Context: an optimization exercise on an open-source flow, tuned for small area. The choices shown serve that exercise and are no tape-out recipe.
Where RTL was checked, it was by simulation tests only, not by an equivalence proof against the original.
Power is estimated from default activity; no workload was simulated.

==> v39 <==
Design dhtdec, start of the top module:
module dhtdec (
    input  wire        clk,
    input  wire        rst,         
    input  wire        variant,     
    input  wire        pin_i,       
    output wire        pin_o,
    output wire        pin_oe,
    output wire        pin_pu,
    input  wire        cmd_valid,
    input  wire [3:0]  cmd_op,
    output wire [1:0]  cmd_ack,
    output wire        rsp_valid,
    output wire [63:0] rsp_data,
    output wire        done_valid,
    output wire [2:0]  done_code,
    output wire        busy
);
    reg [3:0]  phase;
    reg [14:0] tmr;
    reg [5:0]  bitidx;
    reg [31:0] bits;
    reg        mism;
    reg [2:0]  last_result;
    reg [39:0] last_frame;
    reg [21:0] last_ok_time;
    reg        last_ok_valid;
    reg [21:0] now;
    genvar i;
    wire idle   = (phase == 4'd0);
    wire ph1    = (phase == 4'd1);
    wire ph2    = (phase == 4'd2);
    wire ph3    = (phase == 4'd3);
    wire ph4    = (phase == 4'd4);
    wire ph5    = (phase == 4'd5);
    wire ph6    = (phase == 4'd6);
    wire ph7    = (phase == 4'd7);
    wire ph8    = (phase == 4'd8);
    wire ph9    = (phase == 4'd9);
    wire ph10   = (phase == 4'd10);
    wire t_low11 = !tmr[0] & tmr[1] & tmr[2] & !tmr[3] & tmr[4] & !tmr[5] & !tmr[6] &
                   tmr[7] & !tmr[8] & tmr[9] & tmr[10] & !tmr[11] & tmr[12] & tmr[14];   
    wire t_low22 = tmr[0] & !tmr[1] & !tmr[2] & tmr[3] & !tmr[4] & !tmr[5] & tmr[7] &
                   !tmr[8] & !tmr[10] & tmr[14];                                          
    wire t_29    = !tmr[0] & tmr[1] & !tmr[14];
    wire t_39    = tmr[8] & !tmr[9] & !tmr[10] & tmr[11];
    wire t_40    = tmr[9] & !tmr[10] & !tmr[11] & tmr[12];
  ...
clock: 10.0 ns
lec_check: 0
cap_margin: 20
core_margin: 2
core_utilization: 40
place_density: 0.6
slew_margin: 20
standard.sh (not shown) runs the stock make flow with config.mk's settings and CLKGATE_MAP_FILE= SYNTH_SCRIPT=/design/flow/synth_recipe.tcl, a recipe that flattens the netlist after the stock synthesis.
==> flow/flow/run.sh <==
#!/bin/bash
# Own layout flow: the standard ORFS flow (standard.sh, unchanged
# synthesis), with small port buffers and a clock tree of small buffers.
set -euo pipefail
export BUFFER_PORTS_ARGS="-buffer_cell sky130_fd_sc_hd__buf_1"
export CTS_ARGS="-sink_clustering_enable -repair_clock_nets -dont_use_dummy_load -buf_list {sky130_fd_sc_hd__clkbuf_8} -root_buf sky130_fd_sc_hd__clkbuf_8 -sink_clustering_size 20"
bash standard.sh > standard.log 2>&1
==> inputs of v4, as changes to v39 <==
--- a/flow/config.mk
+++ b/flow/config.mk
@@ -7,6 +7,7 @@
 export LEC_CHECK = 0
 export CAP_MARGIN = 20
 export CORE_MARGIN = 2
 export CORE_UTILIZATION = 40
 export PLACE_DENSITY = 0.6
 export SLEW_MARGIN = 20
+export SYNTH_HIERARCHICAL = 1
==> inputs of v2, as changes to v39 <==
--- a/flow/design.v
+++ b/flow/design.v
@@ -131,12 +131,14 @@
     reg        mism;
     reg [2:0]  last_result;
     reg [39:0] last_frame;
     reg [21:0] last_ok_time;
     reg        last_ok_valid;
     reg [21:0] now;
+    wire [21:0] now_inc;
+    wire [5:0]  idx_inc;
     genvar i;
     wire idle   = (phase == 4'd0);
     wire ph1    = (phase == 4'd1);
     wire ph2    = (phase == 4'd2);
     wire ph3    = (phase == 4'd3);
     wire ph4    = (phase == 4'd4);
@@ -174,15 +176,15 @@
     wire last_bit = bitidx[5] & bitidx[2] & bitidx[1] & bitidx[0];    
     wire sample   = ph8 & hit;
     wire [7:0] sum;
     dht_sum4 u_sum (.b0(bits[31:24]), .b1(bits[23:16]), .b2(bits[15:8]), .b3(bits[7:0]), .sum(sum));
     wire exp_bit = sum[~bitidx[2:0]];
     wire bad_bit = pin_i ^ exp_bit;
-    wire lt;
-    dht_rate u_rate (.now(now), .last(last_ok_time), .lt(lt));
-    wire rate_limited = last_ok_valid & lt;
+    wire lt_next;
+    dht_rate u_rate (.now(now_inc), .last(last_ok_time), .lt(lt_next));
+    reg  rate_limited;
     wire        cv       = cmd_valid & !rst;
     wire        read_cmd = cmd_valid & (cmd_op == 4'd1);
     wire        start    = read_cmd & idle & !rate_limited;
     wire        cmd_done = cv & (cmd_op == 4'd1) & idle & rate_limited;
     wire        csum_ok  = !mism;
     wire        seq_done = fail | ph10;
@@ -200,14 +202,12 @@
             phase_n = phase + 4'd1;
         end else if (exit_w) begin
             if (ph9) phase_n = last_bit ? 4'd10 : 4'd7;
             else     phase_n = phase + 4'd1;
         end
     end
-    wire [21:0] now_inc;
-    wire [5:0]  idx_inc;
     dht_inc #(.W(22)) u_ninc (.q(now), .y(now_inc));
     dht_inc #(.W(6))  u_iinc (.q(bitidx), .y(idx_inc));
     always @(posedge clk) begin
         if (idle | adv_t | exit_w) tmr <= 15'd0;
         else                       tmr <= {tmr[13:0], !(tmr[14] ^ tmr[13])};
         if (sample & !bitidx[5]) bits <= {bits[30:0], pin_i};
@@ -218,24 +218,26 @@
         end
         if (rst) begin
             phase         <= 4'd0;
             bitidx        <= 6'd0;
             last_result   <= 3'd0;
             last_ok_valid <= 1'b0;
+            rate_limited  <= 1'b0;
             now           <= 22'd0;
         end else begin
             now   <= now_inc;
             phase <= phase_n;
             if (seq_done)
                 bitidx <= 6'd0;
             else if (ph9 & exit_w & !last_bit)
                 bitidx <= idx_inc;
             if (seq_done)
                 last_result <= seq_code;
             if (commit)
                 last_ok_valid <= 1'b1;
+            rate_limited <= commit | (last_ok_valid & lt_next);
         end
     end
     wire ok      = cv & !cmd_op[3];
     wire s_res   = ok & (cmd_op[2:0] == 3'd2);
     wire s_hum   = ok & (cmd_op[2:0] == 3'd3) & last_ok_valid;
     wire s_temp  = ok & (cmd_op[2:0] == 3'd4) & last_ok_valid;
==> inputs of v26, as changes to v39 <==
--- a/flow/design.v
+++ b/flow/design.v
@@ -131,12 +131,14 @@
     reg        mism;
     reg [2:0]  last_result;
     reg [39:0] last_frame;
     reg [21:0] last_ok_time;
     reg        last_ok_valid;
     reg [21:0] now;
+    wire [21:0] now_inc;
+    wire [5:0]  idx_inc;
     genvar i;
     wire idle   = (phase == 4'd0);
     wire ph1    = (phase == 4'd1);
     wire ph2    = (phase == 4'd2);
     wire ph3    = (phase == 4'd3);
     wire ph4    = (phase == 4'd4);
@@ -174,15 +176,15 @@
     wire last_bit = bitidx[5] & bitidx[2] & bitidx[1] & bitidx[0];    
     wire sample   = ph8 & hit;
     wire [7:0] sum;
     dht_sum4 u_sum (.b0(bits[31:24]), .b1(bits[23:16]), .b2(bits[15:8]), .b3(bits[7:0]), .sum(sum));
     wire exp_bit = sum[~bitidx[2:0]];
     wire bad_bit = pin_i ^ exp_bit;
-    wire lt;
-    dht_rate u_rate (.now(now), .last(last_ok_time), .lt(lt));
-    wire rate_limited = last_ok_valid & lt;
+    wire lt_next;
+    dht_rate u_rate (.now(now_inc), .last(last_ok_time), .lt(lt_next));
+    reg  rate_limited;
     wire        cv       = cmd_valid & !rst;
     wire        read_cmd = cmd_valid & (cmd_op == 4'd1);
     wire        start    = read_cmd & idle & !rate_limited;
     wire        cmd_done = cv & (cmd_op == 4'd1) & idle & rate_limited;
     wire        csum_ok  = !mism;
     wire        seq_done = fail | ph10;
@@ -200,14 +202,12 @@
             phase_n = phase + 4'd1;
         end else if (exit_w) begin
             if (ph9) phase_n = last_bit ? 4'd10 : 4'd7;
             else     phase_n = phase + 4'd1;
         end
     end
-    wire [21:0] now_inc;
-    wire [5:0]  idx_inc;
     dht_inc #(.W(22)) u_ninc (.q(now), .y(now_inc));
     dht_inc #(.W(6))  u_iinc (.q(bitidx), .y(idx_inc));
     always @(posedge clk) begin
         if (idle | adv_t | exit_w) tmr <= 15'd0;
         else                       tmr <= {tmr[13:0], !(tmr[14] ^ tmr[13])};
         if (sample & !bitidx[5]) bits <= {bits[30:0], pin_i};
@@ -218,24 +218,26 @@
         end
         if (rst) begin
             phase         <= 4'd0;
             bitidx        <= 6'd0;
             last_result   <= 3'd0;
             last_ok_valid <= 1'b0;
+            rate_limited  <= 1'b0;
             now           <= 22'd0;
         end else begin
             now   <= now_inc;
             phase <= phase_n;
             if (seq_done)
                 bitidx <= 6'd0;
             else if (ph9 & exit_w & !last_bit)
                 bitidx <= idx_inc;
             if (seq_done)
                 last_result <= seq_code;
             if (commit)
                 last_ok_valid <= 1'b1;
+            rate_limited <= commit | (last_ok_valid & lt_next);
         end
     end
     wire ok      = cv & !cmd_op[3];
     wire s_res   = ok & (cmd_op[2:0] == 3'd2);
     wire s_hum   = ok & (cmd_op[2:0] == 3'd3) & last_ok_valid;
     wire s_temp  = ok & (cmd_op[2:0] == 3'd4) & last_ok_valid;
--- a/flow/config.mk
+++ b/flow/config.mk
@@ -7,6 +7,7 @@
 export LEC_CHECK = 0
 export CAP_MARGIN = 20
 export CORE_MARGIN = 2
 export CORE_UTILIZATION = 40
 export PLACE_DENSITY = 0.6
 export SLEW_MARGIN = 20
+export SYNTH_HIERARCHICAL = 1
==> summary.txt <==
	v26	v39	v2	v4
Status	finished clean	finished clean	finished clean	finished with violations
Violated checks	-	-	-	negative setup slack
# Post-CTS Setup Buffers	0	2	0	2
P&R area growth vs syn	7.79%	9.48%	8.13%	10.2%
Per-cell via count in the routed design	5.48	5.26	5.32	5.41
Setup slack of the worst register-to-register path	0.91 ns	2.39 ns	2.39 ns	1.87 ns
DR pass1 iterations	11	7	7	9
Worst setup path start	now[0]	last_ok_time[1]	cmd_op[0]	last_ok_time[1]
Post-synthesis simple-gate area fraction	11.1%	13.7%	11.7%	14.1%
CP Class	reg2reg	reg2out	in2out	reg2out
Number of cells upsized or downsized after cts	0	17	0	22
Count of non-CTS buffers in the layout	91	95	89	105
Internal power consumption	829 uW	806 uW	814 uW	833 uW
Wire length of the first global-routing pass	29000 um	30500 um	29600 um	31100 um
Most frequent CP cell	fa_1	fa_2	fa_1	fa_2
Hold EP	last_ok_time[12]	now[0]	last_ok_time[9]	tmr[13]
RSZ-0062 raised after global routing	false	-	false	true
Depth of the worst register-to-register path	29	35	33	27
Number of endpoints failing setup at the final stage	0	0	0	4
Metal2 WL	9210 um	9000 um	8750 um	9640 um
The RTL of v39 and v4 was laid out without a check of its function.

## port drivers added, routing unchanged
How much do the figures lean on ideal ports? The routed layouts below were timed once more, with nothing changed but the port constraints. Step 1, drivers: a clkbuf_16 drives clk and a buf_2 each remaining input, both assumed. Step 2 times the ports against the registers' clock, not the clock port: input delays grow and output delays shrink by t, the midpoint of the rising clock arrivals with the driver on. a / b / c = ideal ports / drivers / drivers and shift; a / b = the first two.
run | shift t [ns] | slack for setup (ns) | latest minus earliest clock arrival (ns) | cell pins on the clock port's net
v39 | 0.476 | 0.352 / 0.312 / 0.788 | 0.044 / 0.044 | 1
v4 | 0.467 | -0.525 / -0.564 / -0.097 | 0.037 / 0.037 | 1
v2 | 0.491 | 1.918 / 1.889 / 1.889 | 0.042 / 0.043 | 1
v26 | 0.473 | 0.908 / 0.908 / 0.908 | 0.032 / 0.032 | 1
The setup slack of v2, which loses most, moves by -0.029 ns with the drivers and by -0.029 ns with both steps.
